Context: an optimization exercise on an open-source flow, tuned for small area, a short achievable clock period and few clock cycles. The choices shown serve that exercise and are no tape-out recipe. At most, simulation tests tie the RTL to the original design; equivalence was not proved. Power and IR drop assume default switching activity.

==> v11: inputs <==
## bitrat_enc
module bitrat_enc (
    input  wire        clk,
    input  wire        rst,         
    input  wire        start,
    input  wire        prev_bit,
    input  wire [12:0] len,         
    output wire [11:0] in_addr,
    input  wire [7:0]  in_data,
    output reg         out_we,
    output reg  [12:0] out_addr,
    output reg  [7:0]  out_data,
    output wire        busy,
    output reg         done,
    output wire [7:0]  cmask,
    output wire [3:0]  maskw,
    output wire [12:0] count,
    output wire        last
);
    localparam [2:0] S_IDLE = 3'd0,
                     S_B2   = 3'd1,   
                     S_B1   = 3'd2,   
                     S_RUN  = 3'd3,   
                     S_GW   = 3'd4,   
                     S_PW   = 3'd5,   
                     S_SW   = 3'd6;   
    reg [2:0]  st;
    reg [12:0] lm1;       
    reg [11:0] icur;      
    reg [7:0]  d;
    reg        d00, dff;          
    reg        mbit;      
    reg        mode;      
    reg [12:0] ocur;      
    reg [12:0] gpos, ppos, spos;
    reg        p_act, s_act;      
    reg [7:0]  gmask, pmask, smask, cm;
    reg [5:0]  ln;        
    reg [12:0] ocur_b;    
    reg        p_act_b, s_act_b, mbit_b;
    assign busy    = (st != S_IDLE);
    assign in_addr = icur + ((st == S_B2) ? 12'd0 : (st == S_B1) ? 12'd1 : 12'd2);
    assign count   = ocur;
    assign cmask   = cm;
    assign last    = mbit;
    assign maskw   = lm1[12:9] + 4'd1;
    wire last_byte  = (icur == lm1[11:0]);
    wire full_pair  = (icur[11:6] != lm1[11:6]) || (lm1[5:0] == 6'h3F);
    wire grp_start  = (icur[2:0] == 3'd0);
    wire blk_start  = (icur[4:0] == 5'd0);
    wire pair_start = (icur[5:0] == 6'd0);
    wire sec_start  = (icur[8:0] == 9'd0);
    wire grp_end    = (icur[2:0] == 3'd7) || last_byte;
    wire blk_end    = full_pair && (icur[4:0] == 5'd31);
    wire pair_end   = (icur[5:0] == 6'd63) || last_byte;
    wire sec_end    = (icur[8:0] == 9'h1FF) || last_byte;
    wire esc_mode   = mode && full_pair;
    wire [7:0] gm_base = grp_start  ? 8'd0 : gmask;
    wire [7:0] pm_base = pair_start ? 8'd0 : pmask;
    wire [7:0] sm_base = sec_start  ? 8'd0 : smask;
  ...
clock: 5.0 ns
lec_check: 0
abc_clock_period_in_ps: 2000
cap_margin: 20
core_margin: 2
core_utilization: 40
setup_slack_margin: 2.5
slew_margin: 20
run.sh (not shown) runs the stock make flow with config.mk's settings and CLKGATE_MAP_FILE= SYNTH_SCRIPT=/design/flow/synth_recipe.tcl, a recipe that flattens the netlist after the stock synthesis.
==> v37 (differences from v11) <==
--- a/flow/design.v
+++ b/flow/design.v
@@ -25,11 +25,10 @@
                      S_SW   = 3'd6;   
     reg [2:0]  st;
     reg [12:0] lm1;       
     reg [11:0] icur;      
     reg [7:0]  d;
-    reg        d00, dff;          
     reg        mbit;      
     reg        mode;      
     reg [12:0] ocur;      
     reg [12:0] gpos, ppos, spos;
     reg        p_act, s_act;      
@@ -59,25 +58,20 @@
     wire [7:0] sm_base = sec_start  ? 8'd0 : smask;
     wire [5:0] ln_base = blk_start  ? 6'd0 : ln;
     wire       g_has   = |gm_base;
     wire       p_has   = pair_start ? 1'b0 : p_act;
     wire       s_has   = sec_start  ? 1'b0 : s_act;
-    wire       lit     = mbit ? !dff : !d00;
+    wire       lit     = (d != {8{mbit}});
     wire [7:0] gm_next = gm_base | (lit ? (8'h80 >> icur[2:0]) : 8'd0);
     wire       wr      = esc_mode || lit;
     wire       ng      = esc_mode ? blk_start : (lit && !g_has);
     wire       np      = wr && !p_has;
     wire       ns      = wr && !s_has;
-    wire [12:0] o1     = ocur + 13'd1;
-    wire [12:0] o2     = ocur + 13'd2;
-    wire [12:0] o3     = ocur + 13'd3;
-    wire [12:0] o4     = ocur + 13'd4;
-    wire [12:0] waddr  = ns ? o3 : np ? o2 : ng ? o1 : ocur;
-    wire [12:0] onext  = ns ? o4 : np ? o3 : ng ? o2 : o1;
+    wire [1:0] koff    = ns ? 2'd3 : np ? 2'd2 : ng ? 2'd1 : 2'd0;
+    wire [12:0] waddr  = ocur + {11'd0, koff};
     wire [5:0] ln_next = ln_base + {5'd0, lit} + {5'd0, lit && !g_has};
-    wire       esc     = (ln_base > 6'd32) ||
-                         (lit && ((ln_base >= 6'd32) || (!g_has && ln_base >= 6'd31)));
+    wire       esc     = (ln_next > 6'd32);
     wire       mism    = blk_end && (mode != esc);
     wire       p_act_n = p_has || wr;
     wire       s_act_n = s_has || wr;
     wire       gw      = grp_end && (esc_mode ? (blk_end && esc) : lit);
     wire [7:0] pm_grp  = (grp_end && (gm_next != 8'd0)) ? (8'h80 >> icur[5:3]) : 8'd0;
@@ -94,15 +88,12 @@
             done   <= 1'b0;
             out_we <= 1'b0;
         end else begin
             done   <= 1'b0;
             out_we <= 1'b0;
-            if (st != S_GW && st != S_PW && st != S_SW) begin
-                d   <= in_data;
-                d00 <= (in_data == 8'h00);
-                dff <= (in_data == 8'hFF);
-            end
+            if (st != S_GW && st != S_PW && st != S_SW)
+                d <= in_data;
             case (st)
                 S_IDLE: begin
                     if (start) begin
                         lm1  <= len - 13'd1;
                         mbit <= prev_bit;
@@ -124,12 +115,12 @@
                         p_act_b <= p_has;
                         s_act_b <= s_has;
                         mbit_b  <= mbit;
                     end
                     if (ns) spos <= ocur;
-                    if (np) ppos <= ns ? o1 : ocur;
-                    if (ng) gpos <= ns ? o2 : np ? o1 : ocur;
+                    if (np) ppos <= ocur + {12'd0, ns};
+                    if (ng) gpos <= ocur + {11'd0, ns, np && !ns};
                     gmask <= gm_next;
                     ln    <= ln_next;
                     pmask <= pm_base | pm_grp | pm_esc;
                     out_we   <= wr || (!esc_mode && g_has);
                     out_addr <= wr ? waddr : gpos;
@@ -142,11 +133,11 @@
                         s_act <= s_act_b;
                         mbit  <= mbit_b;
                         st    <= S_B2;
                     end else begin
                         if (lit) mbit <= d[0];
-                        if (wr) ocur <= onext;
+                        if (wr) ocur <= waddr + 13'd1;
                         p_act <= p_act_n;
                         s_act <= s_act_n;
                         smask <= sm_base | sm_bit;
                         cm    <= cm | cm_bit;
                         if (gw) begin
Settings changed: ABC_CLOCK_PERIOD_IN_PS 2000 to default, SETUP_SLACK_MARGIN 2.5 to default.
==> metrics.md <==
| Metric | Value |
|---|---|
| Routed WL per cell | `24.4 um` |
| Post-CTS setup buffers | `156` |
| Met1 Use GR | `35.4%` |
| #MultiIn Comb | `738` |
| Status | `complete, no violations` |
| Fmax | `0.309 GHz` |
| Sw Ratio | `32.9%` |
| Wire length on met3 | `4.21 mm` |
| Combinational Power Share | `30.8%` |
| Met2 WL | `17.5 mm` |
| Critical path's largest stage delay | `0.40 ns` |
| Hold WS | `0.544 ns` |
| Post-route cell area | `15600 um2` |
| Antenna violations before repair | `1` |
| Mux cell area share after synthesis | `2.44%` |
The numbers above come from v11.

==> metrics.md <==
| Metric | Value |
|---|---|
| Status | `complete, no violations` |
| Antenna violations before repair | `0` |
| Post-CTS setup buffers | `0` |
| Fmax | `0.214 GHz` |
| Wire length on met3 | `1.71 mm` |
| Mux cell area share after synthesis | `2.55%` |
| Routed WL per cell | `18.6 um` |
| Met1 Use GR | `30.8%` |
| Sw Ratio | `29.0%` |
| #MultiIn Comb | `632` |
| Post-route cell area | `11200 um2` |
The numbers above come from v37.

Testbench counts of v37, summed over its fixed seeds: cycles 346,406.
The RTL of v11 was laid out without a check of its function.

[re-timing with driven ports]
The flow's constraints put no driver on any port. The routed layouts listed below were extracted and timed again, unchanged, in two steps.
Step 1 (the two cells are an assumption about what drives the block):
set clk [get_ports {clk}]
set_driving_cell -lib_cell sky130_fd_sc_hd__clkbuf_16 $clk
set_driving_cell -lib_cell sky130_fd_sc_hd__buf_2 [delete_from_list [all_inputs] $clk]
Step 2 moves the port delays by t, midway between the first and last clock arrival at a register: inputs arrive t later, outputs are due t later. That takes back most of the time a late clock gives input paths.
Slacks: no drivers / after step 1 / after step 2; pairs: no drivers / after step 1.
run | t (ns) | setup slack, ns | worst register clock-pin slew, ns | cell pins on the clock port's net
v11 | 0.487 | 1.760 / 1.713 / 1.778 | 0.08 / 0.08 | 1
v37 | 0.478 | 0.330 / 0.330 / 0.330 | 0.07 / 0.07 | 1
After both steps every run listed still meets setup and hold.
